Background: an optimization exercise with open tools, aiming at small area, a short achievable clock period and few clock cycles. Do not read the settings as production practice. RTL that was checked went through simulation tests only; none was proved equivalent to the original. Power figures rest on the tool's default switching activity, not on a simulated workload.

the previous run:
==> flow/design.v <==
module adc_acq (
    input  wire        clk,
    input  wire        rst,        
    input  wire        start,
    input  wire        dev24,      
    input  wire [7:0]  n,          
    input  wire [2:0]  gain,       
    input  wire [30:0] vref_uv,    
    output reg         ready,
    input  wire        s_valid,
    input  wire [23:0] s_data,     
    input  wire        s_timeout,  
    output reg         s_ready,
    output reg         done,
    output wire [31:0] res_raw,    
    output wire [31:0] res_uv,     
    output reg         res_to      
);
    localparam [22:0] M = 23'h7fffff;
    reg         flush;      
    reg         first;      
    reg         inv;        
    reg         div;        
    reg         hv;         
    reg         fin;        
    reg         f1, f2, f3;
    reg         abort;      
    reg         gz;         
    reg         op_dev24;
    reg  [7:0]  nd;         
    reg  [7:0]  cnt;        
    reg  [2:0]  gcnt;       
    reg  [36:0] V;          
    reg  [31:0] acc;        
    reg  [59:0] P;          
    reg         neg;        
    assign res_raw = acc;
    assign res_uv  = P[31:0];
    wire take = s_valid & s_ready;
    wire [36:0] v16 = (gain == 3'd0) ? 37'd375 * M : 37'd125 * M;
    wire [31:0] add_a = (fin ? {8'd0, acc[23:0]} : acc) ^ {32{inv}};
    wire [23:0] smp   = P[59:36] & {24{s_ready | flush}};
    wire [31:0] add_b = {{8{smp[23]}}, smp};
    wire [31:0] add_o;
    wire        add_co;
    bk_add #(32) u_acc (.a(add_a), .b(add_b), .ci(inv), .s(add_o), .co(add_co));
    wire [8:0]  d_t1 = {acc[31:24], acc[23]};
    wire [9:0]  d_s1 = {1'b0, d_t1} - {2'b00, nd};
    wire        d_q1 = ~d_s1[9];
    wire [7:0]  d_r1 = d_q1 ? d_s1[7:0] : d_t1[7:0];
    wire [8:0]  d_t2 = {d_r1, acc[22]};
    wire [9:0]  d_s2 = {1'b0, d_t2} - {2'b00, nd};
    wire        d_q2 = ~d_s2[9];
    wire [7:0]  d_r2 = d_q2 ? d_s2[7:0] : d_t2[7:0];
    wire [31:0] divout = {d_r2, acc[21:0], d_q1, d_q2};
    wire        div_step = div & gz & ~(first & neg);
    wire [39:0] h_p  = {P[37:0], 2'b00};
    wire [39:0] h_x0 = acc[0] ? {3'd0, V} : 40'd0;
    wire [39:0] h_x1 = acc[1] ? {2'd0, V, 1'b0} : 40'd0;
    wire [39:0] h_s  = h_p ^ h_x0 ^ h_x1;
    wire [39:0] h_c  = (h_p & h_x0) | (h_p & h_x1) | (h_x0 & h_x1);
    wire [39:0] h_lo;
    wire        h_co;
    bk_add #(40) u_hor (.a(h_s), .b({h_c[38:0], 1'b0}), .ci(1'b0), .s(h_lo), .co(h_co));
    wire [19:0] h_up  = P[57:38];
    wire [19:0] h_upi = h_up + 20'd1;
    wire [59:0] hsum  = {(h_co | h_c[39]) ? h_upi : h_up, h_lo};
    wire [30:0] wh  = P[59:29];                
    wire [30:0] whv = V[30:0];                 
    wire [22:0] f_a = wh[22:0];
    wire [22:0] f_b = P[28:6];
    wire [22:0] f_k = 23'h3fffff;
    wire [22:0] f_s = f_a ^ f_b ^ f_k;
    wire [22:0] f_c = (f_a & f_b) | (f_a & f_k) | (f_b & f_k);
    wire [22:0] f_x;
    wire        f_co;
    bk_add #(23) u_f1 (.a(f_s), .b({f_c[21:0], 1'b0}), .ci(P[5]), .s(f_x), .co(f_co));
    wire [24:0] x  = {f_c[22] & f_co, f_c[22] ^ f_co, f_x};
    wire [8:0]  sh   = {1'b0, whv[30:23]} + {7'd0, P[24:23]};
    wire [9:0]  shn  = {2'b00, whv[30:23]} + {8'd0, P[24:23]} - {9'd0, neg};
    wire [9:0]  c_lo = {1'b0, P[8:0]} + {1'b0, sh} + 10'd1;
    wire        c    = c_lo[9] & (&P[22:9]);
    wire [10:0] q_lo  = {1'b0, whv[9:0]} + {1'b0, P[9:0]} + {10'd0, P[10]};
    wire [21:0] q_up  = {1'b0, whv[30:10]};
    wire [21:0] q_upi = q_up + 22'd1;
    wire [21:0] q_upd = q_up - 22'd1;
    wire [31:0] q     = {(q_lo[10] & ~P[9]) ? q_upi : (~q_lo[10] & P[9]) ? q_upd : q_up, q_lo[9:0]};
    wire [31:0] uv = q ^ {32{neg}};
    reg  [2:0] gsh;    
    always @(*) begin
        case ({dev24, gain})
            4'b0000: gsh = 3'd5;
            4'b0001: gsh = 3'd6;
            4'b0010: gsh = 3'd5;
            4'b0011: gsh = 3'd4;
            4'b0100: gsh = 3'd3;
            4'b0101: gsh = 3'd2;
            4'b0110: gsh = 3'd6;
            4'b0111: gsh = 3'd6;
            4'b1111: gsh = 3'd6;
            default: gsh = 3'd6 - gain;
        endcase
    end
    wire [2:0] gcnt_nx = ready ? gsh
                               : ((gcnt != 3'd0) ? gcnt - 3'd1 : 3'd0);
    wire       last_div = div_step & (cnt == 8'd1);
    always @(posedge clk) begin
        gcnt <= gcnt_nx;
        gz   <= (gcnt_nx <= 3'd1);    
        if (ready)
            V <= dev24 ? {6'd0, vref_uv} : v16;
        else if (gcnt != 3'd0)
            V <= {V[35:0], 1'b0};
        else if (f1)
            V <= {6'd0, wh};
        if (ready) begin
            op_dev24 <= dev24;
            nd       <= n;
        end
        if (ready | abort)
            acc <= 32'd0;
        else if (div_step)
            acc <= divout;
        else
            acc <= add_o;
        if (hv)
            P <= hsum;
        else if (f1)
            P <= {35'd0, x};
        else if (f2)
            P <= {49'd0, c, shn};
        else if (f3)
            P <= {28'd0, uv};
        else if (take & ~s_timeout)    
            P <= {op_dev24 ? s_data : {s_data[15:0], 8'd0}, 36'd0};
        else
            P <= 60'd0;
        if (flush) neg <= add_o[31];
        inv <= (flush & add_o[31]) | (last_div & neg);
        if (ready)
            cnt <= n;
        else if (take & ~s_timeout)
            cnt <= cnt - 8'd1;
        else if (flush)
            cnt <= op_dev24 ? 8'd12 : 8'd8;
        else if (div_step)
            cnt <= cnt - 8'd1;
        if (ready)
            res_to <= 1'b0;
        else if (take & s_timeout)
            res_to <= 1'b1;
        if (rst) begin
            ready   <= 1'b1;
            s_ready <= 1'b0;
            done    <= 1'b0;
            flush   <= 1'b0;
            first   <= 1'b0;
            div     <= 1'b0;
            hv      <= 1'b0;
            fin     <= 1'b0;
            f1      <= 1'b0;
            f2      <= 1'b0;
            f3      <= 1'b0;
            abort   <= 1'b0;
        end else begin
            ready   <= ready ? ~start : (f3 | abort);
            s_ready <= (ready & start & (n != 8'd0)) |
                       (s_ready & ~(take & (s_timeout | (cnt == 8'd1))));
            flush   <= take & ~s_timeout & (cnt == 8'd1);
            first   <= flush | (first & ~neg & ~div_step);
            div     <= flush | (div & ~last_div);
            hv      <= div_step;
            fin     <= last_div;
            f1      <= fin;
            f2      <= f1;
            f3      <= f2;
            abort   <= (ready & start & (n == 8'd0)) | (take & s_timeout);
            done    <= f3 | abort;
        end
    end
endmodule
module bk_add #(parameter W = 32) (
    input  wire [W-1:0] a,
    input  wire [W-1:0] b,
    input  wire         ci,
    output wire [W-1:0] s,
    output wire         co
);
    localparam L = (W <= 2) ? 1 : (W <= 4) ? 2 : (W <= 8) ? 3 : (W <= 16) ? 4 : (W <= 32) ? 5 : 6;
    wire [W-1:0] p0 = a ^ b;
    wire [W-1:0] g0 = a & b;
    wire [W-1:0] gp [0:2*L];
    wire [W-1:0] pp [0:2*L];
    genvar i, l;
    generate
        for (i = 0; i < W; i = i + 1) begin : init
            if (i == 0) begin : b0
                assign gp[0][i] = g0[0] | (p0[0] & ci);
                assign pp[0][i] = 1'b0;
            end else begin : bi
                assign gp[0][i] = g0[i];
                assign pp[0][i] = p0[i];
            end
        end
        for (l = 0; l < L; l = l + 1) begin : up
            for (i = 0; i < W; i = i + 1) begin : b
                if (((i + 1) % (2 << l)) == 0) begin : n
                    assign gp[l+1][i] = gp[l][i] | (pp[l][i] & gp[l][i - (1 << l)]);
                    assign pp[l+1][i] = pp[l][i] & pp[l][i - (1 << l)];
                end else begin : w
                    assign gp[l+1][i] = gp[l][i];
                    assign pp[l+1][i] = pp[l][i];
                end
            end
        end
        for (l = L - 1; l >= 1; l = l - 1) begin : dn
            for (i = 0; i < W; i = i + 1) begin : b
                if (((i + 1) % (1 << l)) == (1 << (l - 1)) && (i + 1) > (1 << l)) begin : n
                    assign gp[2*L-l][i] = gp[2*L-l-1][i] | (pp[2*L-l-1][i] & gp[2*L-l-1][i - (1 << (l-1))]);
                    assign pp[2*L-l][i] = pp[2*L-l-1][i] & pp[2*L-l-1][i - (1 << (l-1))];
                end else begin : w
                    assign gp[2*L-l][i] = gp[2*L-l-1][i];
                    assign pp[2*L-l][i] = pp[2*L-l-1][i];
                end
            end
        end
    endgenerate
    wire [W-1:0] c = gp[2*L-1];    
    assign s  = p0 ^ {c[W-2:0], ci};
    assign co = c[W-1];
endmodule
clock: 11.0 ns
lec_check: 0
abc_area: 1
cap_margin: 20
core_margin: 2
core_utilization: 40
cts_buf_list: sky130_fd_sc_hd__clkbuf_8 sky130_fd_sc_hd__clkbuf_16
slew_margin: 20
tns_end_percent: 0
standard.sh (not shown) runs the stock make flow with config.mk's settings and CLKGATE_MAP_FILE= SYNTH_SCRIPT=/design/flow/synth_recipe.tcl, a recipe that flattens the netlist after the stock synthesis.
==> flow/flow/run.sh <==
#!/bin/bash
# Standard layout, with the timing repair aiming for 7.5 ns of setup slack
# (a 3.5 ns path at the 11 ns clock) and the port buffers made from buf_1.
set -euo pipefail
export SETUP_SLACK_MARGIN=7.5
export BUFFER_PORTS_ARGS="-buffer_cell sky130_fd_sc_hd__buf_1"
bash standard.sh > standard.log 2>&1
Changes in the current run relative to the previous run:
Settings: changing CTS_BUF_LIST from sky130_fd_sc_hd__clkbuf_8 sky130_fd_sc_hd__clkbuf_16 to sky130_fd_sc_hd__clkbuf_4 sky130_fd_sc_hd__clkbuf_8.
Findings:
[diff] leakage power figure, the current run relative to the previous run: improvement. The final cell count without fillers was comparable across the current run and the previous run. Going from the previous run to the current run, fmax shrank slightly. The current run and the previous run ended up with nearly the same final routed wire length divided by cell count. Between the current run and the previous run, the difference in post-layout net count is negligible. Lower share of total power in the clock network was reported by the current run, not the previous run. NOTE: longest individual stage delay on the worst path in the current run exceeds that of the previous run. When the final numbers for the current run and the previous run were put side by side, the combinational fraction of design power turned out to be greater in the current run. Post-route total power was lower in the current run than in the previous run. In the current run, the sequential portion of the cell area came out 0.15 points above the value in the previous run.
No run of this note included a check of the RTL's function; only the layout flow was run.

---

== v6 ==
adc_acq, a different RTL version from the one above (not shown whole).
Size: ~1900 cells after synthesis, roughly 140 I/O pins.
clock: 11.0 ns
lec_check: 0
cap_margin: 20
core_margin: 2
core_utilization: 40
slew_margin: 20
==> flow/flow/run.sh <==
#!/bin/bash
# Standard layout, with the timing repair aiming for 7.2 ns of setup slack
# (a 3.8 ns path at the 11 ns clock) and the port buffers made from buf_4.
set -euo pipefail
export SETUP_SLACK_MARGIN=7.2
export BUFFER_PORTS_ARGS="-buffer_cell sky130_fd_sc_hd__buf_4"
bash standard.sh > standard.log 2>&1
The inputs of v7 differ from those of v6 as listed below.
# v6
export LEC_CHECK = 0
export CAP_MARGIN = 20
export CORE_MARGIN = 2
export CORE_UTILIZATION = 40
export SLEW_MARGIN = 20
create_clock -name core_clock -period 11.0 [get_ports {clk}]
# v7
export LEC_CHECK = 0
export CAP_MARGIN = 20
export CORE_MARGIN = 2
export CORE_UTILIZATION = 40
export SETUP_SLACK_MARGIN = 5
export SLEW_MARGIN = 20
create_clock -name core_clock -period 11.0 [get_ports {clk}]
==> flow/run.sh (new file) <==
#!/bin/bash
# synth_recipe.tcl (not shown) runs the flow's synth.tcl, then flattens the netlist and writes it again
# the make line also repeats each setting of config.mk as NAME=value (left out here)
make -C /OpenROAD-flow-scripts/flow DESIGN_CONFIG=/design/flow/config.mk WORK_HOME=/design/flow/orfs CLKGATE_MAP_FILE= SYNTH_SCRIPT=/design/flow/synth_recipe.tcl finish
removed: flow/flow/run.sh
removed: flow/standard.sh
[summary]
Looking at v6 and v7, the instance count after placement with tap cells included is a wash.
The topmost layer with routed signal wires comes out met4 in one run and met5 in the other, namely in v7 and v6 respectively.
Compared with v6, in v7 detailed-routed wire length on met2 moved down, power after layout moved down, clock-buffer cell count moved down.
No functional check of the RTL was part of any run of this note.

---

run A:
Another version of the RTL of adc_acq (not shown whole).
Size: roughly 2400 cells after synthesis, ~170 flip-flops, ~140 I/O pins, roughly 17000 um2 of cells after synthesis.
==> flow/config.mk <==
export PLATFORM = sky130hd
export DESIGN_NAME = adc_acq
export DESIGN_NICKNAME = adc_acq
export VERILOG_FILES = /design/flow/design.v
export SDC_FILE = /design/flow/constraint.sdc
export NUM_CORES = 4
export LEC_CHECK = 0
export ABC_AREA = 1
export CAP_MARGIN = 20
export CORE_MARGIN = 2
export CORE_UTILIZATION = 40
export CTS_BUF_LIST = sky130_fd_sc_hd__clkbuf_8 sky130_fd_sc_hd__clkbuf_16
export CTS_CLUSTER_SIZE = 30
export SLEW_MARGIN = 20
export TNS_END_PERCENT = 0
==> flow/constraint.sdc <==
create_clock -name core_clock -period 11.0 [get_ports {clk}]
set_input_delay 2.2000 -clock core_clock [delete_from_list [all_inputs] [get_ports {clk}]]
set_output_delay 2.2000 -clock core_clock [all_outputs]
set_load 0.01 [all_outputs]
==> flow/flow/run.sh <==
#!/bin/bash
# Standard layout, with the timing repair aiming for 7.5 ns of setup slack
# (a 3.5 ns path at the 11 ns clock) and the port buffers made from buf_1.
set -euo pipefail
export SETUP_SLACK_MARGIN=7.5
export BUFFER_PORTS_ARGS="-buffer_cell sky130_fd_sc_hd__buf_1"
bash standard.sh > standard.log 2>&1
Testbench counts of run A, summed over its fixed seeds: cycles 89,574.
Input-level comparison between run B and run A:
--- a/flow/config.mk
+++ b/flow/config.mk
@@ -11,4 +11,4 @@
 export CORE_UTILIZATION = 40
-export CTS_BUF_LIST = sky130_fd_sc_hd__clkbuf_8 sky130_fd_sc_hd__clkbuf_16
-export CTS_CLUSTER_SIZE = 30
+export CTS_BUF_LIST = sky130_fd_sc_hd__clkbuf_8
+export GPL_ROUTABILITY_DRIVEN = 0
 export SLEW_MARGIN = 20
## What came out
Met1 routed wirelength after detailed routing (run B vs. run A) decreases slightly
Overall fraction of global-route tracks in use: run A and run B compared, lower one is run B
Minimum clock period after layout (run B over run A): increase, 23 ps
Any difference in sequential cell area between run B and run A is small enough to ignore.
Final cell area excluding filler cells (run B over run A): decrease, 1.0%
Of run A and run B, run A shows the higher setup slack, with run B below it.
Total via count after detailed routing is higher on run A
Note that the power recorded for run B amounts to 0.871 times the value seen in run A.
For run C, these inputs were changed with respect to run B:
--- a/flow/config.mk
+++ b/flow/config.mk
@@ -10,5 +10,5 @@
 export CORE_MARGIN = 2
-export CORE_UTILIZATION = 40
-export CTS_BUF_LIST = sky130_fd_sc_hd__clkbuf_8
-export GPL_ROUTABILITY_DRIVEN = 0
+export CORE_UTILIZATION = 50
+export CTS_BUF_LIST = sky130_fd_sc_hd__clkbuf_8 sky130_fd_sc_hd__clkbuf_16
+export PLACE_DENSITY = 0.7
 export SLEW_MARGIN = 20
--- outcome ---
Run C: sum of internal, switching and leakage power 12% above run B. Run C ran to completion and came out clean on the timing, DRC and antenna checks. The relative contribution of the clock network to total power in run C was higher than what run B gave. Looking at run C and run B, the power drawn by the sequential cells is a wash. The area growth from synthesis to layout in run C sits 0.32 points above the value recorded for run B. [compare] base=run B new=run C: final cell area excluding filler cells saw little to no change; relative area of non-clock buffer cells in the final design shows a reduction of 0.20 points. Post-route clock period utilization (lower): run B. In the flow results for run C and run B, the final routed wirelength across all metal layers is smaller on run C.
Edits applied to the flow inputs when going from run C to run D:
==> flow/flow/run.sh <==
#!/bin/bash
# Standard layout, with the timing repair aiming for 8.0 ns of setup slack
# (a 3.0 ns path at the 11 ns clock) and the port buffers made from buf_1.
set -euo pipefail
export SETUP_SLACK_MARGIN=8.0
export BUFFER_PORTS_ARGS="-buffer_cell sky130_fd_sc_hd__buf_1"
bash standard.sh > standard.log 2>&1
--- a/flow/config.mk
+++ b/flow/config.mk
@@ -10,5 +10,4 @@
 export CORE_MARGIN = 2
-export CORE_UTILIZATION = 50
+export CORE_UTILIZATION = 40
 export CTS_BUF_LIST = sky130_fd_sc_hd__clkbuf_8 sky130_fd_sc_hd__clkbuf_16
-export PLACE_DENSITY = 0.7
 export SLEW_MARGIN = 20
Findings:
Power per cell area sits lower in run D than in run C.
Run C ended up with fewer cell instances than run D did.
Cmp run D and run C / fraction of area in multi-input gates / lower: run D
On required time reported for the critical path endpoint, run D and run C are neck and neck.
Instance area at placement for run D: about 1% up relative to run C
From run C to run D the numbers moved as follows: net total in the final layout went up 0.32%; non-clock buffer count moved up; power rose 0.41%.
The following lists how run E was set up differently from run D:
==> flow/flow/run.sh <==
#!/bin/bash
# Standard layout, with the timing repair aiming for 7.5 ns of setup slack
# (a 3.5 ns path at the 11 ns clock) and the port buffers made from buf_1.
set -euo pipefail
export SETUP_SLACK_MARGIN=7.5
export BUFFER_PORTS_ARGS="-buffer_cell sky130_fd_sc_hd__buf_1"
bash standard.sh > standard.log 2>&1
### Flow results
In run E the part of the cycle the worst path needs turned out 0.39 points higher than in run D.
Looking at worst setup path endpoint, the P[26] result is from run D; the ready one comes from run E.
Going from run D to run E, core utilization now smaller, cell count roughly the same.
Compared with run D, run E shows routed wire length on met2 lower by 1.3%.
Overall routing resource usage ended up 0.60 points lower on run E than on run D.

## what the ideal ports hide
The results above use ideal ports. As a check the final layouts listed here were re-extracted and re-timed, cells and wires unchanged. Step 1 assumes that a clkbuf_16 drives the clock port and a buf_2 every other input. Step 2 moves the port delays by t, midway between the first and last clock arrival at a register: inputs arrive t later, outputs are due t later. That takes back most of the time a late clock gives input paths. Slacks: ideal ports / drivers / drivers and shift; pairs: ideal ports / drivers.
| run | t (ns) | slack for setup (ns) | worst slew at a driven data input, ns |
|---|---|---|---|
| the previous run | 0.516 | 7.368 / 7.386 / 6.888 | 0.05 |
| the current run | 0.567 | 7.298 / 7.295 / 6.763 | 0.06 |
| v6 | 0.526 | 6.952 / 6.952 / 6.952 | 0.04 |
| v7 | 0.524 | 5.891 / 5.891 / 5.891 | 0.10 |
| run A | 0.518 | 7.459 / 7.403 / 7.286 | 0.10 |
| run B | 0.572 | 7.436 / 7.436 / 7.269 | 0.10 |
| run C | 0.512 | 7.383 / 7.383 / 7.246 | 0.08 |
| run D | 0.522 | 7.502 / 7.502 / 7.108 | 0.08 |
| run E | 0.518 | 7.459 / 7.403 / 7.286 | 0.10 |
After both steps setup and hold are still met in every run listed. The setup slack of the current run, which loses most, moves by -0.003 ns with the drivers and by -0.535 ns with both steps.
